From an optimization exercise on the open Yosys and OpenROAD flow, aimed at small area, a short achievable clock period and few clock cycles; shortcuts taken in it are not production practice. Only simulation tests tie the RTL to the original design; equivalence was not proved. Power is estimated from default activity; no workload was simulated.

--- design/flow/standard.sh ---
#!/bin/bash
# synth_recipe.tcl (not shown) runs the flow's synth.tcl, then flattens the netlist and writes it again
# the make line also repeats each setting of config.mk as NAME=value (left out here)
make -C /OpenROAD-flow-scripts/flow DESIGN_CONFIG=/design/flow/config.mk WORK_HOME=/design/flow/orfs CLKGATE_MAP_FILE= SYNTH_SCRIPT=/design/flow/synth_recipe.tcl "${@:-finish}"
--- design/flow/constraint.sdc ---
create_clock -name core_clock -period 7.0 [get_ports {clk}]
set_input_delay 1.4000 -clock core_clock [delete_from_list [all_inputs] [get_ports {clk}]]
set_output_delay 1.4000 -clock core_clock [all_outputs]
set_load 0.01 [all_outputs]
--- design/flow/design.v ---
module gvi_safe_enc (
    input  wire [7:0] r,
    output reg  [7:0] chr
);
    always @(*) begin
        case (r)
            8'd0: chr = 8'h41;
            8'd1: chr = 8'h42;
            8'd2: chr = 8'h43;
            8'd3: chr = 8'h44;
            8'd4: chr = 8'h45;
            8'd5: chr = 8'h46;
            8'd6: chr = 8'h47;
            8'd7: chr = 8'h48;
            8'd8: chr = 8'h49;
            8'd9: chr = 8'h4a;
            8'd10: chr = 8'h4b;
            8'd11: chr = 8'h4c;
            8'd12: chr = 8'h4d;
            8'd13: chr = 8'h4e;
            8'd14: chr = 8'h4f;
            8'd15: chr = 8'h50;
            8'd16: chr = 8'h51;
            8'd17: chr = 8'h52;
            8'd18: chr = 8'h53;
            8'd19: chr = 8'h54;
            8'd20: chr = 8'h55;
            8'd21: chr = 8'h56;
            8'd22: chr = 8'h57;
            8'd23: chr = 8'h58;
            8'd24: chr = 8'h59;
            8'd25: chr = 8'h5a;
            8'd26: chr = 8'h61;
            8'd27: chr = 8'h62;
            8'd28: chr = 8'h63;
            8'd29: chr = 8'h64;
            8'd30: chr = 8'h65;
            8'd31: chr = 8'h66;
            8'd32: chr = 8'h67;
            8'd33: chr = 8'h68;
            8'd34: chr = 8'h69;
            8'd35: chr = 8'h6a;
            8'd36: chr = 8'h6b;
            8'd37: chr = 8'h6c;
            8'd38: chr = 8'h6d;
            8'd39: chr = 8'h6e;
            8'd40: chr = 8'h6f;
            8'd41: chr = 8'h70;
            8'd42: chr = 8'h71;
            8'd43: chr = 8'h72;
            8'd44: chr = 8'h73;
            8'd45: chr = 8'h74;
            8'd46: chr = 8'h75;
            8'd47: chr = 8'h76;
            8'd48: chr = 8'h77;
            8'd49: chr = 8'h78;
            8'd50: chr = 8'h79;
            8'd51: chr = 8'h7a;
            8'd52: chr = 8'h30;
            8'd53: chr = 8'h31;
            8'd54: chr = 8'h32;
            8'd55: chr = 8'h33;
            8'd56: chr = 8'h34;
            8'd57: chr = 8'h35;
            8'd58: chr = 8'h36;
            8'd59: chr = 8'h37;
            8'd60: chr = 8'h38;
            8'd61: chr = 8'h39;
            8'd62: chr = 8'h21;
            8'd63: chr = 8'h23;
            8'd64: chr = 8'h24;
            8'd65: chr = 8'h25;
            8'd66: chr = 8'h26;
            8'd67: chr = 8'h28;
            8'd68: chr = 8'h29;
            8'd69: chr = 8'h2a;
            8'd70: chr = 8'h2b;
            8'd71: chr = 8'h2c;
            8'd72: chr = 8'h2d;
            8'd73: chr = 8'h2e;
            8'd74: chr = 8'h2f;
            8'd75: chr = 8'h3a;
            8'd76: chr = 8'h3b;
            8'd77: chr = 8'h3c;
            8'd78: chr = 8'h3d;
            8'd79: chr = 8'h3e;
            8'd80: chr = 8'h3f;
            8'd81: chr = 8'h5b;
            8'd82: chr = 8'h5d;
            8'd83: chr = 8'h5e;
            8'd84: chr = 8'h5f;
            8'd85: chr = 8'h7b;
            8'd86: chr = 8'h7c;
            8'd87: chr = 8'h7d;
            8'd88: chr = 8'h7e;
            8'd89: chr = 8'hc0;
            8'd90: chr = 8'hc1;
            8'd91: chr = 8'hc2;
            8'd92: chr = 8'hc3;
            8'd93: chr = 8'hc4;
            8'd94: chr = 8'hc5;
            8'd95: chr = 8'hc6;
            8'd96: chr = 8'hc7;
            8'd97: chr = 8'hc8;
            8'd98: chr = 8'hc9;
            8'd99: chr = 8'hca;
            8'd100: chr = 8'hcb;
            8'd101: chr = 8'hcc;
            8'd102: chr = 8'hcd;
            8'd103: chr = 8'hce;
            8'd104: chr = 8'hcf;
            8'd105: chr = 8'hd0;
            8'd106: chr = 8'hd1;
            8'd107: chr = 8'hd2;
            8'd108: chr = 8'hd3;
            8'd109: chr = 8'hd4;
            8'd110: chr = 8'hd5;
            8'd111: chr = 8'hd6;
            8'd112: chr = 8'hd8;
            8'd113: chr = 8'hd9;
            8'd114: chr = 8'hda;
            8'd115: chr = 8'hdb;
            8'd116: chr = 8'hdc;
            8'd117: chr = 8'hdd;
            8'd118: chr = 8'hde;
            8'd119: chr = 8'hdf;
            8'd120: chr = 8'he0;
            8'd121: chr = 8'he1;
            8'd122: chr = 8'h41;
            8'd123: chr = 8'h42;
            8'd124: chr = 8'h43;
            8'd125: chr = 8'h44;
            8'd126: chr = 8'h45;
            8'd127: chr = 8'h46;
            8'd128: chr = 8'h47;
            8'd129: chr = 8'h48;
            8'd130: chr = 8'h49;
            8'd131: chr = 8'h4a;
            8'd132: chr = 8'h4b;
            8'd133: chr = 8'h4c;
            8'd134: chr = 8'h4d;
            8'd135: chr = 8'h4e;
            8'd136: chr = 8'h4f;
            8'd137: chr = 8'h50;
            8'd138: chr = 8'h51;
            8'd139: chr = 8'h52;
            8'd140: chr = 8'h53;
            8'd141: chr = 8'h54;
            8'd142: chr = 8'h55;
            8'd143: chr = 8'h56;
            8'd144: chr = 8'h57;
            8'd145: chr = 8'h58;
            8'd146: chr = 8'h59;
            8'd147: chr = 8'h5a;
            8'd148: chr = 8'h5b;
            8'd149: chr = 8'h5c;
            8'd150: chr = 8'h5d;
            8'd151: chr = 8'h5e;
            8'd152: chr = 8'h5f;
            8'd153: chr = 8'h60;
            8'd154: chr = 8'h61;
            8'd155: chr = 8'h62;
            8'd156: chr = 8'h63;
            8'd157: chr = 8'h64;
            8'd158: chr = 8'h65;
            8'd159: chr = 8'h66;
            8'd160: chr = 8'h67;
            8'd161: chr = 8'h68;
            8'd162: chr = 8'h69;
            8'd163: chr = 8'h6a;
            8'd164: chr = 8'h6b;
            8'd165: chr = 8'h6c;
            8'd166: chr = 8'h6d;
            8'd167: chr = 8'h6e;
            8'd168: chr = 8'h6f;
            8'd169: chr = 8'h70;
            8'd170: chr = 8'h71;
            8'd171: chr = 8'h72;
            8'd172: chr = 8'h73;
            8'd173: chr = 8'h74;
            8'd174: chr = 8'h75;
            8'd175: chr = 8'h76;
            8'd176: chr = 8'h77;
            8'd177: chr = 8'h78;
            8'd178: chr = 8'h79;
            8'd179: chr = 8'h7a;
            8'd180: chr = 8'h7b;
            8'd181: chr = 8'h7c;
            8'd182: chr = 8'h7d;
            8'd183: chr = 8'h7e;
            8'd184: chr = 8'h7f;
            8'd185: chr = 8'h80;
            8'd186: chr = 8'h81;
            8'd187: chr = 8'h82;
            8'd188: chr = 8'h83;
            8'd189: chr = 8'h84;
            8'd190: chr = 8'h85;
            8'd191: chr = 8'h86;
            8'd192: chr = 8'h87;
            8'd193: chr = 8'h88;
            8'd194: chr = 8'h89;
            8'd195: chr = 8'h8a;
            8'd196: chr = 8'h8b;
            8'd197: chr = 8'h8c;
            8'd198: chr = 8'h8d;
            8'd199: chr = 8'h8e;
            8'd200: chr = 8'h8f;
            8'd201: chr = 8'h90;
            8'd202: chr = 8'h91;
            8'd203: chr = 8'h92;
            8'd204: chr = 8'h93;
            8'd205: chr = 8'h94;
            8'd206: chr = 8'h95;
            8'd207: chr = 8'h96;
            8'd208: chr = 8'h97;
            8'd209: chr = 8'h98;
            8'd210: chr = 8'h99;
            8'd211: chr = 8'h9a;
            8'd212: chr = 8'h9b;
            8'd213: chr = 8'h9c;
            8'd214: chr = 8'h9d;
            8'd215: chr = 8'h9e;
            8'd216: chr = 8'h9f;
            8'd217: chr = 8'ha0;
            8'd218: chr = 8'ha1;
            8'd219: chr = 8'ha2;
            8'd220: chr = 8'ha3;
            8'd221: chr = 8'ha4;
            8'd222: chr = 8'ha5;
            8'd223: chr = 8'ha6;
            8'd224: chr = 8'ha7;
            8'd225: chr = 8'ha8;
            8'd226: chr = 8'ha9;
            8'd227: chr = 8'haa;
            8'd228: chr = 8'hab;
            8'd229: chr = 8'hac;
            8'd230: chr = 8'had;
            8'd231: chr = 8'hae;
            8'd232: chr = 8'haf;
            8'd233: chr = 8'hb0;
            8'd234: chr = 8'hb1;
            8'd235: chr = 8'hb2;
            8'd236: chr = 8'hb3;
            8'd237: chr = 8'hb4;
            8'd238: chr = 8'hb5;
            8'd239: chr = 8'hb6;
            8'd240: chr = 8'hb7;
            8'd241: chr = 8'hb8;
            8'd242: chr = 8'hb9;
            8'd243: chr = 8'hba;
            8'd244: chr = 8'hbb;
            8'd245: chr = 8'hbc;
            8'd246: chr = 8'hbd;
            8'd247: chr = 8'hbe;
            8'd248: chr = 8'hbf;
            8'd249: chr = 8'hc0;
            8'd250: chr = 8'hc1;
            8'd251: chr = 8'hc2;
            8'd252: chr = 8'hc3;
            8'd253: chr = 8'hc4;
            8'd254: chr = 8'hc5;
            8'd255: chr = 8'hc6;
            default: chr = 8'h00;
        endcase
    end
endmodule
module gvi_safe_dec (
    input  wire [7:0] chr,
    output reg        hit,
    output reg  [6:0] idx
);
    always @(*) begin
        case (chr)
            8'h00: begin hit = 1'b0; idx = 7'd4; end
            8'h01: begin hit = 1'b0; idx = 7'd5; end
            8'h02: begin hit = 1'b0; idx = 7'd6; end
            8'h03: begin hit = 1'b0; idx = 7'd7; end
            8'h04: begin hit = 1'b0; idx = 7'd8; end
            8'h05: begin hit = 1'b0; idx = 7'd9; end
            8'h06: begin hit = 1'b0; idx = 7'd10; end
            8'h07: begin hit = 1'b0; idx = 7'd11; end
            8'h08: begin hit = 1'b0; idx = 7'd12; end
            8'h09: begin hit = 1'b0; idx = 7'd13; end
            8'h0a: begin hit = 1'b0; idx = 7'd14; end
            8'h0b: begin hit = 1'b0; idx = 7'd15; end
            8'h0c: begin hit = 1'b0; idx = 7'd16; end
            8'h0d: begin hit = 1'b0; idx = 7'd17; end
            8'h0e: begin hit = 1'b0; idx = 7'd18; end
            8'h0f: begin hit = 1'b0; idx = 7'd19; end
            8'h10: begin hit = 1'b0; idx = 7'd20; end
            8'h11: begin hit = 1'b0; idx = 7'd21; end
            8'h12: begin hit = 1'b0; idx = 7'd22; end
            8'h13: begin hit = 1'b0; idx = 7'd23; end
            8'h14: begin hit = 1'b0; idx = 7'd24; end
            8'h15: begin hit = 1'b0; idx = 7'd25; end
            8'h16: begin hit = 1'b0; idx = 7'd26; end
            8'h17: begin hit = 1'b0; idx = 7'd27; end
            8'h18: begin hit = 1'b0; idx = 7'd28; end
            8'h19: begin hit = 1'b0; idx = 7'd29; end
            8'h1a: begin hit = 1'b0; idx = 7'd30; end
            8'h1b: begin hit = 1'b0; idx = 7'd31; end
            8'h1c: begin hit = 1'b0; idx = 7'd32; end
            8'h1d: begin hit = 1'b0; idx = 7'd33; end
            8'h1e: begin hit = 1'b0; idx = 7'd34; end
            8'h1f: begin hit = 1'b0; idx = 7'd35; end
            8'h20: begin hit = 1'b0; idx = 7'd36; end
            8'h21: begin hit = 1'b1; idx = 7'd62; end
            8'h22: begin hit = 1'b0; idx = 7'd38; end
            8'h23: begin hit = 1'b1; idx = 7'd63; end
            8'h24: begin hit = 1'b1; idx = 7'd64; end
            8'h25: begin hit = 1'b1; idx = 7'd65; end
            8'h26: begin hit = 1'b1; idx = 7'd66; end
            8'h27: begin hit = 1'b0; idx = 7'd43; end
            8'h28: begin hit = 1'b1; idx = 7'd67; end
            8'h29: begin hit = 1'b1; idx = 7'd68; end
            8'h2a: begin hit = 1'b1; idx = 7'd69; end
            8'h2b: begin hit = 1'b1; idx = 7'd70; end
            8'h2c: begin hit = 1'b1; idx = 7'd71; end
            8'h2d: begin hit = 1'b1; idx = 7'd72; end
            8'h2e: begin hit = 1'b1; idx = 7'd73; end
            8'h2f: begin hit = 1'b1; idx = 7'd74; end
            8'h30: begin hit = 1'b1; idx = 7'd52; end
            8'h31: begin hit = 1'b1; idx = 7'd53; end
            8'h32: begin hit = 1'b1; idx = 7'd54; end
            8'h33: begin hit = 1'b1; idx = 7'd55; end
            8'h34: begin hit = 1'b1; idx = 7'd56; end
            8'h35: begin hit = 1'b1; idx = 7'd57; end
            8'h36: begin hit = 1'b1; idx = 7'd58; end
            8'h37: begin hit = 1'b1; idx = 7'd59; end
            8'h38: begin hit = 1'b1; idx = 7'd60; end
            8'h39: begin hit = 1'b1; idx = 7'd61; end
            8'h3a: begin hit = 1'b1; idx = 7'd75; end
            8'h3b: begin hit = 1'b1; idx = 7'd76; end
            8'h3c: begin hit = 1'b1; idx = 7'd77; end
            8'h3d: begin hit = 1'b1; idx = 7'd78; end
            8'h3e: begin hit = 1'b1; idx = 7'd79; end
            8'h3f: begin hit = 1'b1; idx = 7'd80; end
            8'h40: begin hit = 1'b0; idx = 7'd127; end
            8'h41: begin hit = 1'b1; idx = 7'd0; end
            8'h42: begin hit = 1'b1; idx = 7'd1; end
            8'h43: begin hit = 1'b1; idx = 7'd2; end
            8'h44: begin hit = 1'b1; idx = 7'd3; end
            8'h45: begin hit = 1'b1; idx = 7'd4; end
            8'h46: begin hit = 1'b1; idx = 7'd5; end
            8'h47: begin hit = 1'b1; idx = 7'd6; end
            8'h48: begin hit = 1'b1; idx = 7'd7; end
            8'h49: begin hit = 1'b1; idx = 7'd8; end
            8'h4a: begin hit = 1'b1; idx = 7'd9; end
            8'h4b: begin hit = 1'b1; idx = 7'd10; end
            8'h4c: begin hit = 1'b1; idx = 7'd11; end
            8'h4d: begin hit = 1'b1; idx = 7'd12; end
            8'h4e: begin hit = 1'b1; idx = 7'd13; end
            8'h4f: begin hit = 1'b1; idx = 7'd14; end
            8'h50: begin hit = 1'b1; idx = 7'd15; end
            8'h51: begin hit = 1'b1; idx = 7'd16; end
            8'h52: begin hit = 1'b1; idx = 7'd17; end
            8'h53: begin hit = 1'b1; idx = 7'd18; end
            8'h54: begin hit = 1'b1; idx = 7'd19; end
            8'h55: begin hit = 1'b1; idx = 7'd20; end
            8'h56: begin hit = 1'b1; idx = 7'd21; end
            8'h57: begin hit = 1'b1; idx = 7'd22; end
            8'h58: begin hit = 1'b1; idx = 7'd23; end
            8'h59: begin hit = 1'b1; idx = 7'd24; end
            8'h5a: begin hit = 1'b1; idx = 7'd25; end
            8'h5b: begin hit = 1'b1; idx = 7'd81; end
            8'h5c: begin hit = 1'b0; idx = 7'd27; end
            8'h5d: begin hit = 1'b1; idx = 7'd82; end
            8'h5e: begin hit = 1'b1; idx = 7'd83; end
            8'h5f: begin hit = 1'b1; idx = 7'd84; end
            8'h60: begin hit = 1'b0; idx = 7'd25; end
            8'h61: begin hit = 1'b1; idx = 7'd26; end
            8'h62: begin hit = 1'b1; idx = 7'd27; end
            8'h63: begin hit = 1'b1; idx = 7'd28; end
            8'h64: begin hit = 1'b1; idx = 7'd29; end
            8'h65: begin hit = 1'b1; idx = 7'd30; end
            8'h66: begin hit = 1'b1; idx = 7'd31; end
            8'h67: begin hit = 1'b1; idx = 7'd32; end
            8'h68: begin hit = 1'b1; idx = 7'd33; end
            8'h69: begin hit = 1'b1; idx = 7'd34; end
            8'h6a: begin hit = 1'b1; idx = 7'd35; end
            8'h6b: begin hit = 1'b1; idx = 7'd36; end
            8'h6c: begin hit = 1'b1; idx = 7'd37; end
            8'h6d: begin hit = 1'b1; idx = 7'd38; end
            8'h6e: begin hit = 1'b1; idx = 7'd39; end
            8'h6f: begin hit = 1'b1; idx = 7'd40; end
            8'h70: begin hit = 1'b1; idx = 7'd41; end
            8'h71: begin hit = 1'b1; idx = 7'd42; end
            8'h72: begin hit = 1'b1; idx = 7'd43; end
            8'h73: begin hit = 1'b1; idx = 7'd44; end
            8'h74: begin hit = 1'b1; idx = 7'd45; end
            8'h75: begin hit = 1'b1; idx = 7'd46; end
            8'h76: begin hit = 1'b1; idx = 7'd47; end
            8'h77: begin hit = 1'b1; idx = 7'd48; end
            8'h78: begin hit = 1'b1; idx = 7'd49; end
            8'h79: begin hit = 1'b1; idx = 7'd50; end
            8'h7a: begin hit = 1'b1; idx = 7'd51; end
            8'h7b: begin hit = 1'b1; idx = 7'd85; end
            8'h7c: begin hit = 1'b1; idx = 7'd86; end
            8'h7d: begin hit = 1'b1; idx = 7'd87; end
            8'h7e: begin hit = 1'b1; idx = 7'd88; end
            8'h7f: begin hit = 1'b0; idx = 7'd56; end
            8'h80: begin hit = 1'b0; idx = 7'd57; end
            8'h81: begin hit = 1'b0; idx = 7'd58; end
            8'h82: begin hit = 1'b0; idx = 7'd59; end
            8'h83: begin hit = 1'b0; idx = 7'd60; end
            8'h84: begin hit = 1'b0; idx = 7'd61; end
            8'h85: begin hit = 1'b0; idx = 7'd62; end
            8'h86: begin hit = 1'b0; idx = 7'd63; end
            8'h87: begin hit = 1'b0; idx = 7'd64; end
            8'h88: begin hit = 1'b0; idx = 7'd65; end
            8'h89: begin hit = 1'b0; idx = 7'd66; end
            8'h8a: begin hit = 1'b0; idx = 7'd67; end
            8'h8b: begin hit = 1'b0; idx = 7'd68; end
            8'h8c: begin hit = 1'b0; idx = 7'd69; end
            8'h8d: begin hit = 1'b0; idx = 7'd70; end
            8'h8e: begin hit = 1'b0; idx = 7'd71; end
            8'h8f: begin hit = 1'b0; idx = 7'd72; end
            8'h90: begin hit = 1'b0; idx = 7'd73; end
            8'h91: begin hit = 1'b0; idx = 7'd74; end
            8'h92: begin hit = 1'b0; idx = 7'd75; end
            8'h93: begin hit = 1'b0; idx = 7'd76; end
            8'h94: begin hit = 1'b0; idx = 7'd77; end
            8'h95: begin hit = 1'b0; idx = 7'd78; end
            8'h96: begin hit = 1'b0; idx = 7'd79; end
            8'h97: begin hit = 1'b0; idx = 7'd80; end
            8'h98: begin hit = 1'b0; idx = 7'd81; end
            8'h99: begin hit = 1'b0; idx = 7'd82; end
            8'h9a: begin hit = 1'b0; idx = 7'd83; end
            8'h9b: begin hit = 1'b0; idx = 7'd84; end
            8'h9c: begin hit = 1'b0; idx = 7'd85; end
            8'h9d: begin hit = 1'b0; idx = 7'd86; end
            8'h9e: begin hit = 1'b0; idx = 7'd55; end
            8'h9f: begin hit = 1'b0; idx = 7'd56; end
            8'ha0: begin hit = 1'b0; idx = 7'd57; end
            8'ha1: begin hit = 1'b0; idx = 7'd58; end
            8'ha2: begin hit = 1'b0; idx = 7'd59; end
            8'ha3: begin hit = 1'b0; idx = 7'd60; end
            8'ha4: begin hit = 1'b0; idx = 7'd61; end
            8'ha5: begin hit = 1'b0; idx = 7'd62; end
            8'ha6: begin hit = 1'b0; idx = 7'd63; end
            8'ha7: begin hit = 1'b0; idx = 7'd64; end
            8'ha8: begin hit = 1'b0; idx = 7'd65; end
            8'ha9: begin hit = 1'b0; idx = 7'd66; end
            8'haa: begin hit = 1'b0; idx = 7'd67; end
            8'hab: begin hit = 1'b0; idx = 7'd68; end
            8'hac: begin hit = 1'b0; idx = 7'd69; end
            8'had: begin hit = 1'b0; idx = 7'd70; end
            8'hae: begin hit = 1'b0; idx = 7'd71; end
            8'haf: begin hit = 1'b0; idx = 7'd72; end
            8'hb0: begin hit = 1'b0; idx = 7'd73; end
            8'hb1: begin hit = 1'b0; idx = 7'd74; end
            8'hb2: begin hit = 1'b0; idx = 7'd75; end
            8'hb3: begin hit = 1'b0; idx = 7'd76; end
            8'hb4: begin hit = 1'b0; idx = 7'd77; end
            8'hb5: begin hit = 1'b0; idx = 7'd78; end
            8'hb6: begin hit = 1'b0; idx = 7'd79; end
            8'hb7: begin hit = 1'b0; idx = 7'd80; end
            8'hb8: begin hit = 1'b0; idx = 7'd81; end
            8'hb9: begin hit = 1'b0; idx = 7'd82; end
            8'hba: begin hit = 1'b0; idx = 7'd83; end
            8'hbb: begin hit = 1'b0; idx = 7'd84; end
            8'hbc: begin hit = 1'b0; idx = 7'd85; end
            8'hbd: begin hit = 1'b0; idx = 7'd86; end
            8'hbe: begin hit = 1'b0; idx = 7'd87; end
            8'hbf: begin hit = 1'b0; idx = 7'd88; end
            8'hc0: begin hit = 1'b1; idx = 7'd89; end
            8'hc1: begin hit = 1'b1; idx = 7'd90; end
            8'hc2: begin hit = 1'b1; idx = 7'd91; end
            8'hc3: begin hit = 1'b1; idx = 7'd92; end
            8'hc4: begin hit = 1'b1; idx = 7'd93; end
            8'hc5: begin hit = 1'b1; idx = 7'd94; end
            8'hc6: begin hit = 1'b1; idx = 7'd95; end
            8'hc7: begin hit = 1'b1; idx = 7'd96; end
            8'hc8: begin hit = 1'b1; idx = 7'd97; end
            8'hc9: begin hit = 1'b1; idx = 7'd98; end
            8'hca: begin hit = 1'b1; idx = 7'd99; end
            8'hcb: begin hit = 1'b1; idx = 7'd100; end
            8'hcc: begin hit = 1'b1; idx = 7'd101; end
            8'hcd: begin hit = 1'b1; idx = 7'd102; end
            8'hce: begin hit = 1'b1; idx = 7'd103; end
            8'hcf: begin hit = 1'b1; idx = 7'd104; end
            8'hd0: begin hit = 1'b1; idx = 7'd105; end
            8'hd1: begin hit = 1'b1; idx = 7'd106; end
            8'hd2: begin hit = 1'b1; idx = 7'd107; end
            8'hd3: begin hit = 1'b1; idx = 7'd108; end
            8'hd4: begin hit = 1'b1; idx = 7'd109; end
            8'hd5: begin hit = 1'b1; idx = 7'd110; end
            8'hd6: begin hit = 1'b1; idx = 7'd111; end
            8'hd7: begin hit = 1'b0; idx = 7'd112; end
            8'hd8: begin hit = 1'b1; idx = 7'd112; end
            8'hd9: begin hit = 1'b1; idx = 7'd113; end
            8'hda: begin hit = 1'b1; idx = 7'd114; end
            8'hdb: begin hit = 1'b1; idx = 7'd115; end
            8'hdc: begin hit = 1'b1; idx = 7'd116; end
            8'hdd: begin hit = 1'b1; idx = 7'd117; end
            8'hde: begin hit = 1'b1; idx = 7'd118; end
            8'hdf: begin hit = 1'b1; idx = 7'd119; end
            8'he0: begin hit = 1'b1; idx = 7'd120; end
            8'he1: begin hit = 1'b1; idx = 7'd121; end
            8'he2: begin hit = 1'b0; idx = 7'd122; end
            8'he3: begin hit = 1'b0; idx = 7'd123; end
            8'he4: begin hit = 1'b0; idx = 7'd124; end
            8'he5: begin hit = 1'b0; idx = 7'd125; end
            8'he6: begin hit = 1'b0; idx = 7'd126; end
            8'he7: begin hit = 1'b0; idx = 7'd127; end
            8'he8: begin hit = 1'b0; idx = 7'd0; end
            8'he9: begin hit = 1'b0; idx = 7'd1; end
            8'hea: begin hit = 1'b0; idx = 7'd2; end
            8'heb: begin hit = 1'b0; idx = 7'd3; end
            8'hec: begin hit = 1'b0; idx = 7'd4; end
            8'hed: begin hit = 1'b0; idx = 7'd5; end
            8'hee: begin hit = 1'b0; idx = 7'd6; end
            8'hef: begin hit = 1'b0; idx = 7'd7; end
            8'hf0: begin hit = 1'b0; idx = 7'd8; end
            8'hf1: begin hit = 1'b0; idx = 7'd9; end
            8'hf2: begin hit = 1'b0; idx = 7'd10; end
            8'hf3: begin hit = 1'b0; idx = 7'd11; end
            8'hf4: begin hit = 1'b0; idx = 7'd12; end
            8'hf5: begin hit = 1'b0; idx = 7'd13; end
            8'hf6: begin hit = 1'b0; idx = 7'd14; end
            8'hf7: begin hit = 1'b0; idx = 7'd15; end
            8'hf8: begin hit = 1'b0; idx = 7'd16; end
            8'hf9: begin hit = 1'b0; idx = 7'd17; end
            8'hfa: begin hit = 1'b0; idx = 7'd18; end
            8'hfb: begin hit = 1'b0; idx = 7'd19; end
            8'hfc: begin hit = 1'b0; idx = 7'd20; end
            8'hfd: begin hit = 1'b0; idx = 7'd21; end
            8'hfe: begin hit = 1'b0; idx = 7'd22; end
            8'hff: begin hit = 1'b0; idx = 7'd23; end
            default: begin hit = 1'b0; idx = 7'd0; end
        endcase
    end
endmodule
module gvi_encoder (
    input  wire       clk,
    input  wire       rst,
    input  wire       in_valid,
    output wire       in_ready,
    input  wire [3:0] in_nib,
    input  wire       in_last,
    input  wire [3:0] in_shift,
    output wire       out_valid,
    input  wire       out_ready,
    output wire [7:0] out_char,
    output wire       out_last
);
    reg [13:0] buf_r;      
    reg  [2:0] wn;         
    reg        rh;         
    reg        full;       
    reg        drain;      
    reg        first;      
    reg  [3:0] mshift;
    reg  [7:0] pr;
    reg        pv, pesc, plast;
    reg  [7:0] ochar;
    reg        ovalid, olast;
    reg        ph;         
    reg        in_ready_r;
    function [3:0] kbits(input [2:0] n, input h, input f);
        reg [3:0] k0;
        begin
            k0 = {n[1:0], n[2], 1'b0};                            
            if (f) kbits = 4'd14;
            else if (h) kbits = k0[3] ? k0 - 4'd7 : k0 + 4'd7;   
            else kbits = k0;
        end
    endfunction
    wire [3:0] k = kbits(wn, rh, full);
    assign in_ready  = in_ready_r;
    assign out_valid = ovalid;
    assign out_char  = ochar;
    assign out_last  = olast;
    wire in_fire = in_valid & in_ready;
    wire [6:0] win = rh ? {buf_r[7], buf_r[8], buf_r[9], buf_r[10], buf_r[11], buf_r[12], buf_r[13]}
                        : {buf_r[0], buf_r[1], buf_r[2], buf_r[3], buf_r[4], buf_r[5], buf_r[6]};
    wire [6:0] mask = {1'b1, k > 4'd1, k > 4'd2, k > 4'd3, k > 4'd4, k > 4'd5, k > 4'd6};
    wire [6:0] sym  = win & mask;
    wire       esc  = (sym[6:3] == 4'b1111) & (sym[2] | sym[1]);
    wire       have = (k >= 4'd7) | (drain & (k != 4'd0));
    wire       fin  = drain & (k <= 4'd7);        
    wire ofree = !ovalid | out_ready;
    wire pmove = ofree & pv & (!pesc | ph);
    wire pfree = !pv | pmove;
    wire pop   = pfree & have;
    wire [7:0] safe_chr;
    gvi_safe_enc u_enc (.r(pr), .chr(safe_chr));
    wire       refin   = pop & fin;               
    wire       drain_n = !refin & (drain | (in_fire & in_last));
    wire [2:0] wn_n    = refin ? 3'd0 : !in_fire ? wn : (wn == 3'd6) ? 3'd0 : wn + 3'd1;
    wire       rh_n    = !refin & (rh ^ pop);
    wire       full_n  = !refin & !pop & (full | (in_fire & !rh & (wn == 3'd6)));
    wire [3:0] k_n     = kbits(wn_n, rh_n, full_n);
    always @(posedge clk) begin
        if (rst) begin
            in_ready_r <= 1'b1;
            wn     <= 3'd0;
            rh     <= 1'b0;
            full   <= 1'b0;
            drain  <= 1'b0;
            first  <= 1'b1;
            pv     <= 1'b0;
            ph     <= 1'b0;
            ovalid <= 1'b0;
        end else begin
            in_ready_r <= !drain_n & (k_n <= 4'd10);
            drain <= drain_n;
            wn    <= wn_n;
            rh    <= rh_n;
            full  <= full_n;
            if (in_fire) first <= in_last;
            if (pfree) pv <= have;
            if (ofree) ovalid <= pv;
            if (ofree & pv) ph <= pesc & !ph;
        end
    end
    always @(posedge clk) begin
        if (in_fire) begin
                if (wn == 3'd0) buf_r[0]  <= in_nib[3];
                if (wn == 3'd3) buf_r[0]  <= in_nib[1];
                if (wn == 3'd0) buf_r[1]  <= in_nib[2];
                if (wn == 3'd3) buf_r[1]  <= in_nib[0];
                if (wn == 3'd0) buf_r[2]  <= in_nib[1];
                if (wn == 3'd4) buf_r[2]  <= in_nib[3];
                if (wn == 3'd0) buf_r[3]  <= in_nib[0];
                if (wn == 3'd4) buf_r[3]  <= in_nib[2];
                if (wn == 3'd1) buf_r[4]  <= in_nib[3];
                if (wn == 3'd4) buf_r[4]  <= in_nib[1];
                if (wn == 3'd1) buf_r[5]  <= in_nib[2];
                if (wn == 3'd4) buf_r[5]  <= in_nib[0];
                if (wn == 3'd1) buf_r[6]  <= in_nib[1];
                if (wn == 3'd5) buf_r[6]  <= in_nib[3];
                if (wn == 3'd1) buf_r[7]  <= in_nib[0];
                if (wn == 3'd5) buf_r[7]  <= in_nib[2];
                if (wn == 3'd2) buf_r[8]  <= in_nib[3];
                if (wn == 3'd5) buf_r[8]  <= in_nib[1];
                if (wn == 3'd2) buf_r[9]  <= in_nib[2];
                if (wn == 3'd5) buf_r[9]  <= in_nib[0];
                if (wn == 3'd2) buf_r[10] <= in_nib[1];
                if (wn == 3'd6) buf_r[10] <= in_nib[3];
                if (wn == 3'd2) buf_r[11] <= in_nib[0];
                if (wn == 3'd6) buf_r[11] <= in_nib[2];
                if (wn == 3'd3) buf_r[12] <= in_nib[3];
                if (wn == 3'd6) buf_r[12] <= in_nib[1];
                if (wn == 3'd3) buf_r[13] <= in_nib[2];
                if (wn == 3'd6) buf_r[13] <= in_nib[0];
            if (first) mshift <= in_shift;
        end
        if (pop) begin
            pr    <= esc ? {5'd0, sym[2:0] - 3'd2} : {1'b0, sym} + {4'd0, mshift};
            pesc  <= esc;
            plast <= fin;
        end
        if (ofree & pv) begin
            if (pesc & !ph) begin
                ochar <= 8'h40;
                olast <= 1'b0;
            end else begin
                ochar <= pesc ? {5'b00110, pr[2:0]} : safe_chr;
                olast <= plast;
            end
        end
    end
endmodule
module gvi_decoder (
    input  wire       clk,
    input  wire       rst,
    input  wire       in_valid,
    output wire       in_ready,
    input  wire [7:0] in_char,
    input  wire       in_last,
    input  wire [3:0] in_shift,
    output wire       out_valid,
    input  wire       out_ready,
    output wire [3:0] out_nib,
    output wire [1:0] out_err,
    output wire       out_last
);
    localparam [1:0] E_NONE = 2'd0, E_CHAR = 2'd1, E_TRUNC = 2'd2, E_ESC = 2'd3;
    reg  [6:0] cidx;
    reg        chit;       
    reg        c_at;       
    reg        cd05;       
    reg        clast, cv;
    reg        first;      
    reg  [3:0] mshift;
    reg        esc_pend;   
    reg        skipping;   
    reg [13:0] buf_r;
    reg        wh;         
    reg  [2:0] rn;         
    reg        full;       
    reg        drain;      
    reg  [1:0] derr;       
    reg  [3:0] onib;
    reg  [1:0] oerr;
    reg        ovalid, olast;
    reg        in_ready_r;
    function [3:0] kbits(input [2:0] n, input h, input f);
        reg [3:0] k0;
        begin
            k0 = (n == 3'd0) ? 4'd0 : (n == 3'd1) ? 4'd10 : (n == 3'd2) ? 4'd6 : (n == 3'd3) ? 4'd2 :
                 (n == 3'd4) ? 4'd12 : (n == 3'd5) ? 4'd8 : 4'd4;       
            if (f) kbits = 4'd14;
            else if (h) kbits = k0[3] ? k0 - 4'd7 : k0 + 4'd7;     
            else kbits = k0;
        end
    endfunction
    wire [3:0] k = kbits(rn, wh, full);
    assign in_ready  = in_ready_r;
    assign out_valid = ovalid;
    assign out_nib   = onib;
    assign out_err   = oerr;
    assign out_last  = olast;
    wire in_fire = in_valid & in_ready;
    wire ofree = !ovalid | out_ready;
    wire rd    = ofree & (k >= 4'd4);
    wire erd   = ofree & !(k >= 4'd4) & drain & (derr != E_NONE);
    wire rfin  = rd & drain & (derr == E_NONE) & (k < 4'd8);    
    reg  [3:0] rnib;
    always @(*) begin
        case (rn)
            3'd0: rnib = {buf_r[0],  buf_r[1],  buf_r[2],  buf_r[3]};
            3'd1: rnib = {buf_r[4],  buf_r[5],  buf_r[6],  buf_r[7]};
            3'd2: rnib = {buf_r[8],  buf_r[9],  buf_r[10], buf_r[11]};
            3'd3: rnib = {buf_r[12], buf_r[13], buf_r[0],  buf_r[1]};
            3'd4: rnib = {buf_r[2],  buf_r[3],  buf_r[4],  buf_r[5]};
            3'd5: rnib = {buf_r[6],  buf_r[7],  buf_r[8],  buf_r[9]};
            default: rnib = {buf_r[10], buf_r[11], buf_r[12], buf_r[13]};
        endcase
    end
    wire done = rfin | erd;    
    wire       in_hit;
    wire [6:0] in_idx;
    gvi_safe_dec u_dec (.chr(in_char), .hit(in_hit), .idx(in_idx));
    wire [7:0] sub  = {1'b0, cidx} - {4'd0, mshift};
    wire [6:0] rsym = sub[7] ? (sub[6:0] + 7'd122) : sub[6:0];
    reg        want_wr;    
    reg  [6:0] psym;
    reg  [1:0] perr;
    always @(*) begin
        want_wr = 1'b0;
        psym    = rsym;
        perr    = E_NONE;
        if (esc_pend) begin
            psym = {4'b1111, cidx[2:0] - 3'd2};    
            if (cd05) want_wr = 1'b1;
            else perr = E_ESC;
        end else if (c_at) begin
            if (clast) perr = E_TRUNC;
        end else if (chit) begin
            want_wr = 1'b1;
        end else begin
            perr = E_CHAR;
        end
    end
    wire       room  = (k <= 4'd7);
    wire       proc  = cv & (skipping | (!drain & (!want_wr | room)));
    wire       wr    = proc & !skipping & want_wr;
    wire       bw    = cv & !drain & room;
    wire       perr_go = proc & !skipping & (perr != E_NONE);
    wire       fin_in  = (wr & clast) | perr_go;    
    wire       cv_n   = in_fire | (cv & !proc);
    wire       c_at_n = in_fire ? (in_char == 8'h40) : c_at;
    reg        skipping_n;
    always @(*) begin
        skipping_n = skipping;
        if (proc) begin
            if (skipping) begin
                if (clast) skipping_n = 1'b0;
            end else if (perr != E_NONE) begin
                skipping_n = !clast;
            end
        end
    end
    wire       drain_n = !done & (drain | fin_in);
    wire       wh_n    = !done & (wh ^ wr);
    wire [2:0] rn_n    = done ? 3'd0 : !rd ? rn : (rn == 3'd6) ? 3'd0 : rn + 3'd1;
    wire       full_n  = !done & (wr ? (wh & (rd ? rn == 3'd6 : rn == 3'd0)) : (full & !rd));
    wire [3:0] k_n     = kbits(rn_n, wh_n, full_n);
    integer i;
    always @(posedge clk) begin
        if (rst) begin
            cv       <= 1'b0;
            first    <= 1'b1;
            esc_pend <= 1'b0;
            skipping <= 1'b0;
            wh       <= 1'b0;
            rn       <= 3'd0;
            full     <= 1'b0;
            drain    <= 1'b0;
            derr     <= E_NONE;
            ovalid   <= 1'b0;
            in_ready_r <= 1'b1;
        end else begin
            in_ready_r <= !cv_n | skipping_n | (!drain_n & ((k_n <= 4'd7) | c_at_n));
            cv       <= cv_n;
            skipping <= skipping_n;
            drain    <= drain_n;
            wh       <= wh_n;
            rn       <= rn_n;
            full     <= full_n;
            if (in_fire) first <= in_last;
            if (proc & !skipping) begin
                esc_pend <= !esc_pend & c_at & !clast;
                if (perr != E_NONE) derr <= perr;
            end
            if (ofree) ovalid <= rd | erd;
            if (done) derr <= E_NONE;
        end
    end
    always @(posedge clk) begin
        if (in_fire) begin
            cidx  <= in_idx;
            chit  <= in_hit;
            c_at  <= (in_char == 8'h40);
            cd05  <= (in_char[7:3] == 5'b00110) & !(in_char[2] & in_char[1]);
            clast <= in_last;
            if (first) mshift <= in_shift;
        end
        if (bw) begin
            for (i = 0; i < 7; i = i + 1)
                if (wh) buf_r[7 + i] <= psym[6 - i];
                else    buf_r[i]     <= psym[6 - i];
        end
        if (ofree) begin
            onib  <= rnib;
            oerr  <= rd ? E_NONE : derr;
            olast <= rfin | erd;
        end
    end
endmodule
module gvi_codec (
    input  wire       clk,
    input  wire       rst,
    input  wire       enc_in_valid,
    output wire       enc_in_ready,
    input  wire [3:0] enc_in_nib,
    input  wire       enc_in_last,
    input  wire [3:0] enc_in_shift,
    output wire       enc_out_valid,
    input  wire       enc_out_ready,
    output wire [7:0] enc_out_char,
    output wire       enc_out_last,
    input  wire       dec_in_valid,
    output wire       dec_in_ready,
    input  wire [7:0] dec_in_char,
    input  wire       dec_in_last,
    input  wire [3:0] dec_in_shift,
    output wire       dec_out_valid,
    input  wire       dec_out_ready,
    output wire [3:0] dec_out_nib,
    output wire [1:0] dec_out_err,
    output wire       dec_out_last
);
    gvi_encoder u_encoder (
        .clk(clk), .rst(rst),
        .in_valid(enc_in_valid), .in_ready(enc_in_ready),
        .in_nib(enc_in_nib), .in_last(enc_in_last), .in_shift(enc_in_shift),
        .out_valid(enc_out_valid), .out_ready(enc_out_ready),
        .out_char(enc_out_char), .out_last(enc_out_last)
    );
    gvi_decoder u_decoder (
        .clk(clk), .rst(rst),
        .in_valid(dec_in_valid), .in_ready(dec_in_ready),
        .in_char(dec_in_char), .in_last(dec_in_last), .in_shift(dec_in_shift),
        .out_valid(dec_out_valid), .out_ready(dec_out_ready),
        .out_nib(dec_out_nib), .out_err(dec_out_err), .out_last(dec_out_last)
    );
endmodule
--- design/flow/config.mk ---
export PLATFORM = sky130hd
export DESIGN_NAME = gvi_codec
export DESIGN_NICKNAME = gvi_codec
export VERILOG_FILES = /design/flow/design.v
export SDC_FILE = /design/flow/constraint.sdc
export NUM_CORES = 4
export LEC_CHECK = 0
export ABC_AREA = 1
export CAP_MARGIN = 20
export CORE_MARGIN = 2
export CORE_UTILIZATION = 50
export SETUP_SLACK_MARGIN = 4.6
export SLEW_MARGIN = 20
--- design/flow/flow/run.sh ---
#!/bin/bash
# The standard layout with two synthesis/placement choices changed:
# - yosys's full/half-adder extraction (ADDER_MAP_FILE) is skipped, so ABC
#   maps the adders and comparators with the rest of the logic;
# - the port buffers that placement inserts are buf_1 cells.
set -euo pipefail
bash standard.sh ADDER_MAP_FILE= "BUFFER_PORTS_ARGS=-buffer_cell sky130_fd_sc_hd__buf_1" finish > orfs_make.log 2>&1
==> results of run 1 <==
flip-flops by register name (all words and copies together), names as in the netlist, 2 cells and up:
name / count
u_decoder.buf_r: 14
u_encoder.buf_r: 14
u_encoder.ochar: 8
u_encoder.pr: 8
u_decoder.cidx: 7
u_decoder.mshift: 4
u_decoder.onib: 4
u_encoder.mshift: 4
u_decoder.rn: 3
u_encoder.wn: 3
u_decoder.derr: 2
u_decoder.oerr: 2
critical path, stage by stage:
cell,delay (ps)
buf_4,190
nor2_4,80
buf_4,160
nand2_2,110
nand2_2,70
o211ai_1,160
o221ai_1,150
nand2_1,90
nand2_1,50
worst min-delay path by stage:
| stage | from | to | slack (ps) | depth (start not counted) |
|---|---|---|---|---|
| after floorplan | u_encoder.pv$_SDFFE_PP0P_ | u_encoder.ovalid$_SDFFE_PP0N_ | 450 | 2 |
| after global placement | u_encoder.pv$_SDFFE_PP0P_ | u_encoder.ovalid$_SDFFE_PP0N_ | 460 | 2 |
| after detailed placement | u_encoder.pv$_SDFFE_PP0P_ | u_encoder.ovalid$_SDFFE_PP0N_ | 470 | 2 |
| after CTS | u_encoder.pv$_SDFFE_PP0P_ | u_encoder.ovalid$_SDFFE_PP0N_ | 480 | 2 |
| after global routing | u_decoder.derr[0]$_SDFFE_PP0P_ | u_decoder.derr[0]$_SDFFE_PP0P_ | 520 | 2 |
| final | u_decoder.derr[0]$_SDFFE_PP0P_ | u_decoder.derr[0]$_SDFFE_PP0P_ | 480 | 2 |
per-stage QoR:
stage / total power [mW] / area [sq um] / instances / hold WS, ps / worst slack (ps)
after detailed placement: 1.64 / 6750 / 1094 / 466 / 3620
after global placement: 1.63 / 6750 / 1094 / 460 / 3580
final: 2.10 / 7270 / 1123 / 482 / 4630
after global routing: 2.26 / 7270 / 1123 / 520 / 4530
after CTS: 2.09 / 7100 / 1114 / 475 / 4560
after floorplan: 1.46 / 6540 / 902 / 451 / 4470
area by class of cell:
cell class,count,area share
multi-input cells,641,0.445
repair buffers,60,0.0463
clock buffers,9,0.0310
well taps,172,0.0296
clock inverters,7,0.00602
flip-flops and latches,98,0.369
inverters,136,0.0726
cells by family (layout without fill, tap and decap cells):
| logic type | after synthesis | after routing | share of synthesized area |
|---|---|---|---|
| AOI/OAI and AO/OA | 181 | 181 | 0.170 |
| and+or+nand+nor | 450 | 450 | 0.299 |
| DFF | 98 | 98 | 0.417 |
| buffers and inverters | 163 | 212 | 0.100 |
| xor gates and xnor gates | 10 | 10 | 0.0136 |
layer usage:
metal  wire length (microns)  global-route usage  share of wire  vias to the layer above
met2                    7000               0.342           0.47                      255
met1                    6660               0.296           0.44                     2736
li1                        -                   -              -                     3098
met3                     945              0.0379          0.063                       38
met5                       0                   0              0                        -
met4                     399              0.0836          0.027                        0
cell usage in the layout (no fill, tap or decap), drive strengths merged, types with 2 or more instances in the layout:
master,netlist,layout
a21oi,50,50
a22oi,8,8
nand3,57,57
a211oi,2,2
a32o,2,2
o21bai,2,2
o22ai,6,6
xnor2,4,4
a221oi,5,5
nor2,111,111
inv,135,135
a31oi,6,6
buf,11,59
edfxtp,72,72
o21ai,68,68
clkinvlp,0,3
dfxtp,26,26
o211ai,14,14
clkinv,1,5
nand4,7,7
o221ai,5,5
nand2,254,254
or2,2,2
nor3,15,15
o2111ai,5,5
o31ai,3,3
xor2,6,6
clkbuf,16,10
power breakdown:
| group | switching (mW) | internal, mW |
|---|---|---|
| Sequential | 0.0842 | 0.777 |
| Combinational | 0.535 | 0.259 |
| Clock | 0.205 | 0.240 |
synthesized netlist by cell type, drive strengths merged (2+ instances only):
cell type	instances	area share
nand2	254	0.15
inv	135	0.079
nor2	111	0.069
edfxtp	72	0.34
o21ai	68	0.054
nand3	57	0.051
a21oi	50	0.040
dfxtp	26	0.081
clkbuf	16	0.0093
nor3	15	0.012
o211ai	14	0.016
buf	11	0.011
a22oi	8	0.0093
nand4	7	0.0088
a31oi	6	0.0058
o22ai	6	0.0058
xor2	6	0.0082
a221oi	5	0.0068
o2111ai	5	0.0068
o221ai	5	0.0068
xnor2	4	0.0055
o31ai	3	0.0035
a211oi	2	0.0023
a32o	2	0.0031
o21bai	2	0.0023
or2	2	0.0019
repair_timing:
| item | CTS | global route |
|---|---|---|
| pin swaps | 0 | 10 |
| hold buffers | 0 | 0 |
| gates resized for setup | 21 | 36 |
| setup buffers | 4 | 9 |
| setup endpoints to repair | 11 | 23 |
==> metrics.yaml, run 1 <==
reg2reg_from: "u_encoder.rh$_SDFF_PP0_"
cts_tree: "built"
maxCapViolations: 0
gp_congestion: 0.922
start_kind: "input port"
outcome: "complete, no violations"
max_freq_mhz: 422
end_kind: "flip-flop"
vdd_drop_max_uv: 128
path_class: "input port to flip-flop"
setup_viol: 0
required_ps: 7090
dieArea_sq_um: 13800
regArea_sq_um: 2690
syn_nets: 930
avgSynthCellArea_sq_um: 7.12
antenna_cells: 0
fin_tns_setup_ps: 0
clk_latency_ps: 340
dpl.hpwl_microns: 11700
antenna_found_initial: 0
synth_cell_types: 49
finalWirelength_microns: 15000
critPathLaunch: "dec_in_char[3]"
avgViaCountPerCell: 5.46
drt_iter0_markers: 493
worst-r2r-setup-slack_ps: 4860
ant_nets: 0
io_pins: 48
clock-root-buffer: "clkbuf_16"
place.port_buffers: 47
synth_area_sq_um: 6430
rr_worst_depth: 13
multiInputGateArea_sq_um: 3240
first_pass_iters: 5
rsz0062_at_grt: "yes"
cp-endpoint: "u_decoder.cidx[4]$_DFFE_PP_"
fillers: 1165
hold_path_class: "flip-flop to flip-flop"
fin_worst_skew_ps: 6.75
cp_max_fo: 11
synth-seq-cells: 98
syn_to_final_growth_pct: 13.1
die_x_microns: 117
cts_inserted_buffers: 9
ys_seq_area_frac: 0.417
worstPathArrival_ps: 2460
die_height_microns: 117
grt_max_degree: 17
grt_pass1_vias: 5469
async_flop_share: 0
nets: 974
power.leakage_nw: 3.27
r2r-end: "u_encoder.pr[4]$_SDFFCE_PP0P_"
hold_viol_final: 0
post-route-drc-count: 0
tightest_slew_ps: 592
clock_sinks: 98
drv_slew: 0
via_count: 6127
wl_per_cell_microns: 13.4
maxSlewHeadroom: 0.604
synth_edf_count: 72
grt_first_pass_wirelength_microns: 24900
synthCells: 902
fin_crit_ps: 2370
utilization: 0.578
clock_path_buffers: 2
drive_above_1_share: 0.114
std_cell_rows: 41
track_usage: 0.216
initial_core_util: 0.511
gr-total-overflow: 0
core_sq_um: 12600
cellPowerDensity_nw_per_um2: 289
clkTransAtPathRegs_ps: 60
ys_warn_count: 4
h-tree-depth: 3
post-route-period-util: 0.338
yosys_most_used_dff: "edfxtp_1"
Testbench counts, summed over its fixed seeds: cycles 36,153.
==> run 2: changes to the inputs <==
--- a/design/flow/config.mk
+++ b/design/flow/config.mk
@@ -11,2 +11,3 @@
 export CORE_UTILIZATION = 50
+export CTS_BUF_LIST = sky130_fd_sc_hd__clkbuf_8
 export SETUP_SLACK_MARGIN = 4.6
==> run 2 against run 1 <==
Sequential cell count is the same. Utilization shrank 1.0 points. Global-route usage is essentially flat. Combinational power is essentially flat. Cell count is essentially flat. Synthesized cell count is the same. Critical path type unchanged. Largest cell class unchanged. Clock skew grew 3.3 ps. Count of clock-buffer cells in the layout is the same. Sequential share of layout area grew 0.65 points. Register-to-register slack is essentially flat. Via count is essentially flat. Maximum frequency shrank 0.73%.
==> metrics.yaml, run 2 <==
p_seq_frac: 0.436  # was 0.410
worst-r2r-setup-slack_ps: 4870  # was 4860 ps
dpl.cell_count: 1094  # unchanged
layout_setup_ws_ps: 4620  # was 4630 ps
gp_congestion: 0.922  # unchanged
synthTopCellsByArea: "edfxtp_1 34%, nand2_1 14%, dfxtp_1 8.1%"  # unchanged
syn_to_final_growth_pct: 11.2  # was 13.1%
hold_path_class: "flip-flop to flip-flop"  # unchanged
end_kind: "flip-flop"  # unchanged
max_freq_mhz: 419  # was 422 MHz
synth_compound_area_frac: 0.170  # unchanged
rsz0062_at_grt: "yes"  # unchanged
die_x_microns: 117  # unchanged
place.port_buffers: 47  # unchanged
antenna_cells: 0  # unchanged
synth.top_cell.area_share: 0.336  # unchanged
outcome: "complete, no violations"  # unchanged
cpPeakStageDelay_ps: 300  # was 190 ps
core_sq_um: 12600  # unchanged
ys_seq_area_frac: 0.417  # unchanged
power_frac_clock: 0.162  # was 0.212
cts_tree: "built"  # unchanged
fin_worst_skew_ps: 10.0  # was 6.75 ps
finalWirelength_microns: 15100  # was 15000 microns
synth_xor_area_frac: 0.0136  # unchanged
drt_iter0_markers: 514  # was 493
grt_first_pass_wirelength_microns: 24900  # about the same
setup_viol: 0  # unchanged
fin_tns_setup_ps: 0  # unchanged
total_power_mw: 1.97  # was 2.10 mW
vdd_drop_max_uv: 110  # was 128 uV
maxSlewHeadroom: 0.605  # was 0.604
hold_slack_ps: 480  # was 482 ps
path_class: "input port to flip-flop"  # unchanged
synth_top_area_cell: "edfxtp_1"  # unchanged
clkTransAtPathRegs_ps: 90  # was 60 ps
dpl.hpwl_microns: 11700  # unchanged
cp_max_fo: 11  # unchanged
synth_common_cells: "245 x nand2_1, 128 x inv_1, 106 x nor2_1, 72 x edfxtp_1, 65 x o21ai_0"  # unchanged
io_pins: 48  # unchanged
layout_commonest_cell: "nand2_1"  # unchanged
instances_no_fill: 1124  # was 1123
slowest_stage: "a221oi_1"  # was buf_4
nets: 975  # was 974
yosysMostFrequentCell: "nand2_1"  # unchanged
tightest_slew_ps: 590  # was 592 ps
gr-total-overflow: 0  # unchanged
ys_warn_count: 4  # unchanged
dieArea_sq_um: 13800  # unchanged
clk_latency_ps: 360  # was 340 ps
hold_buffers: 0  # unchanged
crit_chain: "clkbuf_4, clkinvlp_4, buf_4, nor2_1, o21ai_0, a221oi_1, a32o_1"  # was buf_4, nor2_4, buf_4, nand2_2, nand2_2, o211ai_1, o221ai_1, nand2_1, nand2_1
worstPathArrival_ps: 2620  # was 2460 ps
post-route-drc-count: 0  # unchanged
cts_inserted_buffers: 9  # unchanged
synth-seq-cells: 98  # unchanged
async_flop_share: 0  # unchanged
power.switching_mw: 0.811  # was 0.825 mW
path_buf_inv: 3  # was 2
comb_power_share: 0.402  # was 0.378
avgViaCountPerCell: 5.45  # was 5.46
synth_edf_count: 72  # unchanged
drv_slew: 0  # unchanged
via_count: 6124  # was 6127
largestRegisters: "u_decoder.buf_r x14, u_encoder.buf_r x14"  # unchanged
swShare: 0.411  # was 0.393
std_cell_rows: 41  # unchanged
r2r-end: "u_encoder.pr[4]$_SDFFCE_PP0P_"  # unchanged
final_cell_area_sq_um: 7140  # was 7270 sq um
critical_path_depth: 7  # was 9
clock_path_buffers: 2  # unchanged
synth_fa_ha_area_frac: 0  # unchanged
drive_above_1_share: 0.109  # was 0.114
post-route-period-util: 0.341  # was 0.338
synth_top_family_by_area: "simple AND/OR/NAND/NOR gates"  # unchanged
first_pass_iters: 8  # was 5
final_cell_mix: "239 x nand2_1, 118 x inv_1, 96 x nor2_1"  # was 237 x nand2_1, 118 x inv_1, 95 x nor2_1
reg2reg_from: "u_encoder.rh$_SDFF_PP0_"  # unchanged
wl_per_cell_microns: 13.5  # was 13.4 microns
syn_nets: 930  # unchanged
cp-endpoint: "u_decoder.cidx[0]$_DFFE_PP_"  # was u_decoder.cidx[4]$_DFFE_PP_
track_usage: 0.216  # about the same
power.leakage_nw: 3.22  # was 3.27 nW
grt_pass1_vias: 5460  # was 5469
initial_core_util: 0.511  # unchanged
placed_cell_area_sq_um: 6750  # unchanged
die_height_microns: 117  # unchanged
synth_area_sq_um: 6430  # unchanged
cellPowerDensity_nw_per_um2: 276  # was 289 nW/um^2
avgSynthCellArea_sq_um: 7.12  # unchanged
critPathLaunch: "dec_in_char[6]"  # was dec_in_char[3]
clock-root-buffer: "clkbuf_8"  # was clkbuf_16
synthSimpleGateAreaFrac: 0.299  # unchanged
fin_crit_ps: 2380  # was 2370 ps
start_kind: "input port"  # unchanged
grt_max_degree: 17  # unchanged
cp_top_family: "compound AO/OA/AOI/OAI gates"  # was simple AND/OR/NAND/NOR gates
h-tree-depth: 3  # unchanged
p_int_mw: 1.16  # was 1.28 mW
yosys_most_used_dff: "edfxtp_1"  # unchanged
rr_worst_depth: 13  # unchanged
maxCapViolations: 0  # unchanged
clock_sinks: 98  # unchanged
utilization: 0.568  # was 0.578
required_ps: 7240  # was 7090 ps
antenna_found_initial: 0  # unchanged
synth_cell_types: 49  # unchanged
synthCells: 902  # unchanged
ant_nets: 0  # unchanged
muxShareOfSynthArea: 0  # unchanged
hold_viol_final: 0  # unchanged
dp_slack_ps: 3620  # unchanged
## run 2: cell counts after synthesis
Identical to the previous run, type by type.
## run 2: worst min path at each step
| stage | endpoint | cells past startpoint | slack (ps) | from |
|---|---|---|---|---|
| after detailed placement | u_encoder.ovalid$_SDFFE_PP0N_ | 2 | 470 | u_encoder.pv$_SDFFE_PP0P_ |
| after global placement | u_encoder.ovalid$_SDFFE_PP0N_ | 2 | 460 | u_encoder.pv$_SDFFE_PP0P_ |
| after floorplan | u_encoder.ovalid$_SDFFE_PP0N_ | 2 | 450 | u_encoder.pv$_SDFFE_PP0P_ |
| after CTS | u_encoder.ovalid$_SDFFE_PP0N_ | 2 | 480 | u_encoder.pv$_SDFFE_PP0P_ |
| final | u_encoder.ovalid$_SDFFE_PP0N_ | 2 | 480 | u_encoder.pv$_SDFFE_PP0P_ |
| after global routing | u_encoder.ovalid$_SDFFE_PP0N_ | 2 | 520 | u_encoder.pv$_SDFFE_PP0P_ |
## run 2: layout make-up
cell class / instances / area [sq um]
Clock buffer: 9 / 124
Sequential cell: 98 / 2690
Timing Repair Buffer: 61 / 328
Inverter: 136 / 528
Multi-Input combinational cell: 641 / 3220
Fill cell: 1185 / 5430
Clock inverter: 7 / 43.8
Tap cell: 172 / 215
## run 2: power groups by stage
stage          clock [mW]  combinational (mW)  sequential [mW]
4_1_cts             0.333               0.771            0.858
5_1_grt             0.354               0.904            0.873
3_5_place_dp            0               0.766            0.872
6_report            0.320               0.792            0.860
3_3_place_gp            0               0.755            0.870
2_1_floorplan           0               0.618            0.846
## run 2: worst min-delay path, delay by kind of cell (launching register included)
kind	cells	cell delay [ps]
AO/OA/AOI/OAI	1	60
buffers and inverters	1	60
flip-flops	1	320
## run 2: cell families (layout without fill, tap and decap cells)
kind of cell,Yosys count,count (layout)
XOR/XNOR,10,10
flip-flops,98,98
AO/OA/AOI/OAI,181,181
buffers and inverters,163,213
AND/OR/NAND/NOR,450,450
## run 2: repair_timing
action	in CTS	in global routing
buffers inserted	2	12
resized for setup	15	34
pin swaps	0	10
endpoints found under the setup margin	11	20
## run 2: metal layers
metal	GRT usage	vias to the layer above	wire (microns)
met1	0.295	2701	6710
met3	0.0355	41	1010
met4	0.0941	0	375
li1	-	3098	-
met5	0	-	0
met2	0.339	284	7050
==> run 3: changes to the inputs <==
--- a/design/flow/config.mk
+++ b/design/flow/config.mk
@@ -10,3 +10,3 @@
 export CORE_MARGIN = 2
-export CORE_UTILIZATION = 50
+export CORE_UTILIZATION = 58
 export CTS_BUF_LIST = sky130_fd_sc_hd__clkbuf_8
==> run 3 against run 2 <==
Still clean on timing, DRC and antenna. Register-to-register slack is essentially flat. Combinational power grew 0.9%. First-iteration DRC count grew 16%. Sequential power is essentially flat. Count of clock-buffer cells in the layout is the same. Clock power grew 9.7%. Routed wire length is essentially flat. Via count grew 0.67%. Global-route usage grew 4.9 points. Sequential cell count is the same. Synthesized area is the same. Critical endpoint is now u_decoder.chit$_DFFE_PP_.
==> metrics.yaml, run 3 <==
cts_inserted_buffers: 9  # unchanged
cp_max_fo: 11  # unchanged
ys_seq_area_frac: 0.417  # unchanged
gr-total-overflow: 0  # unchanged
r2r-end: "u_encoder.ochar[4]$_SDFFCE_PP0P_"  # was u_encoder.pr[4]$_SDFFCE_PP0P_
drt_iter0_markers: 594  # was 514
holdPathEnd: "u_decoder.derr[1]$_SDFFE_PP0P_"  # was u_encoder.ovalid$_SDFFE_PP0N_
final_cell_area_sq_um: 7110  # was 7140 sq um
regArea_sq_um: 2690  # unchanged
die_height_microns: 109  # was 117 microns
synth.top_cell.area_share: 0.336  # unchanged
post-route-period-util: 0.341  # about the same
wl_per_cell_microns: 13.8  # was 13.5 microns
dieArea_sq_um: 11900  # was 13800 sq um
hold_path.startpoint: "u_decoder.derr[1]$_SDFFE_PP0P_"  # was u_encoder.pv$_SDFFE_PP0P_
yosys_most_used_dff: "edfxtp_1"  # unchanged
via_count: 6165  # was 6124
drive_above_1_share: 0.105  # was 0.109
cts_tree: "built"  # unchanged
dpl.cell_count: 1062  # was 1094
syn_nets: 930  # unchanged
grt_pass1_vias: 5643  # was 5460
dpl.hpwl_microns: 11500  # was 11700 microns
synth_xor_area_frac: 0.0136  # unchanged
async_flop_share: 0  # unchanged
synth_compound_area_frac: 0.170  # unchanged
ant_nets: 0  # unchanged
antenna_found_initial: 0  # unchanged
hold_buffers: 0  # unchanged
fillers: 947  # was 1185
io_pins: 48  # unchanged
die_x_microns: 109  # was 117 microns
h-tree-depth: 3  # unchanged
instances_no_fill: 1093  # was 1124
gp_congestion: 0.985  # was 0.922
maxCapViolations: 0  # unchanged
worst-r2r-setup-slack_ps: 4860  # was 4870 ps
synth-seq-cells: 98  # unchanged
max_freq_mhz: 418  # was 419 MHz
first_pass_iters: 7  # was 8
avgViaCountPerCell: 5.64  # was 5.45
worstPathArrival_ps: 2520  # was 2620 ps
yosysMostFrequentCell: "nand2_1"  # unchanged
ys_warn_count: 4  # unchanged
hold_path_class: "flip-flop to flip-flop"  # unchanged
holdPathStages: 2  # unchanged
maxSlewHeadroom: 0.578  # was 0.605
initial_core_util: 0.593  # was 0.511
end_kind: "flip-flop"  # unchanged
synth_edf_count: 72  # unchanged
layout_commonest_cell: "nand2_1"  # unchanged
final_cell_mix: "241 x nand2_1, 122 x inv_1, 93 x nor2_1"  # was 239 x nand2_1, 118 x inv_1, 96 x nor2_1
dp_slack_ps: 3670  # was 3620 ps
synthTopCellsByArea: "edfxtp_1 34%, nand2_1 14%, dfxtp_1 8.1%"  # unchanged
required_ps: 7130  # was 7240 ps
synthCells: 902  # unchanged
synth_top_family_by_area: "simple AND/OR/NAND/NOR gates"  # unchanged
synthSimpleGateAreaFrac: 0.299  # unchanged
tightest_slew_ps: 633  # was 590 ps
antenna_cells: 0  # unchanged
hold_viol_final: 0  # unchanged
synth_area_sq_um: 6430  # unchanged
fin_worst_skew_ps: 9.40  # was 10.0 ps
clock_path_buffers: 2  # unchanged
clock_sinks: 98  # unchanged
clk_latency_ps: 370  # was 360 ps
grt_first_pass_wirelength_microns: 25100  # was 24900 microns
core_sq_um: 10800  # was 12600 sq um
synth_cell_types: 49  # unchanged
layout_setup_ws_ps: 4610  # was 4620 ps
finalWirelength_microns: 15100  # about the same
path_class: "input port to flip-flop"  # unchanged
synth_top_area_cell: "edfxtp_1"  # unchanged
rr_worst_depth: 11  # was 13
fin_crit_ps: 2390  # was 2380 ps
drv_slew: 0  # unchanged
largestRegisters: "u_decoder.buf_r x14, u_encoder.buf_r x14"  # unchanged
synth_fa_ha_area_frac: 0  # unchanged
nets: 976  # was 975
reg2reg_from: "u_encoder.pr[1]$_DFFE_PP_"  # was u_encoder.rh$_SDFF_PP0_
clock-root-buffer: "clkbuf_8"  # unchanged
muxShareOfSynthArea: 0  # unchanged
grt_max_degree: 17  # unchanged
power.leakage_nw: 3.23  # was 3.22 nW
synth_common_cells: "245 x nand2_1, 128 x inv_1, 106 x nor2_1, 72 x edfxtp_1, 65 x o21ai_0"  # unchanged
clkTransAtPathRegs_ps: 90  # about the same
placed_cell_area_sq_um: 6710  # was 6750 sq um
cellPowerDensity_nw_per_um2: 283  # was 276 nW/um^2
track_usage: 0.265  # was 0.216
outcome: "complete, no violations"  # unchanged
post-route-drc-count: 0  # unchanged
multiInputGateArea_sq_um: 3210  # was 3220 sq um
syn_to_final_growth_pct: 10.6  # was 11.2%
vdd_drop_max_uv: 184  # was 110 uV
place.port_buffers: 47  # unchanged
std_cell_rows: 38  # was 41
start_kind: "input port"  # unchanged
total_power_mw: 2.01  # was 1.97 mW
rsz0062_at_grt: "yes"  # unchanged
setup_viol: 0  # unchanged
avgSynthCellArea_sq_um: 7.12  # unchanged
fin_tns_setup_ps: 0  # unchanged
## run 3: changes by cell type in the layout (fill, tap and decap cells not counted), sizes merged
cell / delta
bufinv: +1
clkinv: -2
inv: +2
buf: +1
clkinvlp: -1
## run 3: area by class of cell
cell class | instances | area share
multi-input cells | 641 | 0.452
flip-flops and latches | 98 | 0.378
inverters | 136 | 0.0743
repair buffers | 62 | 0.0459
well taps | 140 | 0.0246
clock buffers | 9 | 0.0174
clock inverters | 7 | 0.00827
## run 3: power by group
part / switching [mW] / internal [mW] / total, mW
sequential: 0.0854 / 0.776 / 0.861
combinational: 0.537 / 0.262 / 0.799
clock: 0.191 / 0.160 / 0.351
## run 3: cell families (layout without fill, tap and decap cells)
kind of cell | Yosys count | in the layout
AO/OA/AOI/OAI | 181 | 181
XOR/XNOR | 10 | 10
AND/OR/NAND/NOR | 450 | 450
flip-flops | 98 | 98
buffers and inverters | 163 | 214
## run 3: metrics by stage
stage               hold slack (ps)   util
floorplan                       451      -
global placement                461  0.619
detailed placement              467  0.619
CTS                             479  0.641
global route                    530  0.656
finish                          497  0.656
## run 3: timing repair
| action | in CTS | in global routing |
|---|---|---|
| pin swaps | 0 | 6 |
| setup buffers | 3 | 12 |
| hold endpoints to repair | 0 | 0 |
| resized for setup | 17 | 23 |
| setup endpoints to repair | 11 | 20 |
## run 3: critical path, stage by stage
cell      delay (ps)
clkbuf_4         190
nor2_4           210
o21ai_0          160
o21ai_0          220
o21ai_0          110
o21ai_1          130
o41ai_1           80
## run 3: routing by layer
layer  track usage  vias up  share of wire
met5             0        -              0
met4         0.101        0          0.023
met3        0.0514       40          0.069
met2         0.434      268           0.47
met1         0.347     2764           0.44
li1              -     3093              -
## run 3: how the worst max path moves through the flow
stage / start / end / slack (ps) / cells past startpoint
after global routing: dec_in_char[2] / u_decoder.chit$_DFFE_PP_ / 4570 / 11
final: dec_in_char[3] / u_decoder.chit$_DFFE_PP_ / 4610 / 7
after CTS: dec_in_char[4] / u_decoder.chit$_DFFE_PP_ / 4630 / 7
after detailed placement: dec_in_char[4] / u_decoder.chit$_DFFE_PP_ / 3670 / 8
after global placement: dec_in_char[4] / u_decoder.chit$_DFFE_PP_ / 3690 / 8
after floorplan: dec_in_char[2] / u_decoder.chit$_DFFE_PP_ / 4470 / 11

==> re-timing with driven ports <==
The results above use ideal ports. As a check the final layouts listed here were re-extracted and re-timed, cells and wires unchanged. Step 1 sets driving cells, clkbuf_16 on the clock port and buf_2 on the other inputs (assumed; they add their load-dependent delay and slew). Step 2 moves the port delays by t, midway between the first and last clock arrival at a register: inputs arrive t later, outputs are due t later. That takes back most of the time a late clock gives input paths. a / b / c = ideal / step 1 / step 2; a / b = the first two.
run	t, ns	slack for setup (ns)	clock arrival spread, ns	cell pins on the clock port's net
run 1	0.376	4.633 / 4.625 / 4.250	0.007 / 0.007	1
run 2	0.396	4.615 / 4.623 / 4.227	0.010 / 0.010	1
run 3	0.401	4.610 / 4.622 / 4.221	0.009 / 0.009	1
After both steps every run listed still meets setup and hold. The setup slack of run 3, which loses most, moves by +0.012 ns with the drivers and by -0.389 ns with both steps.
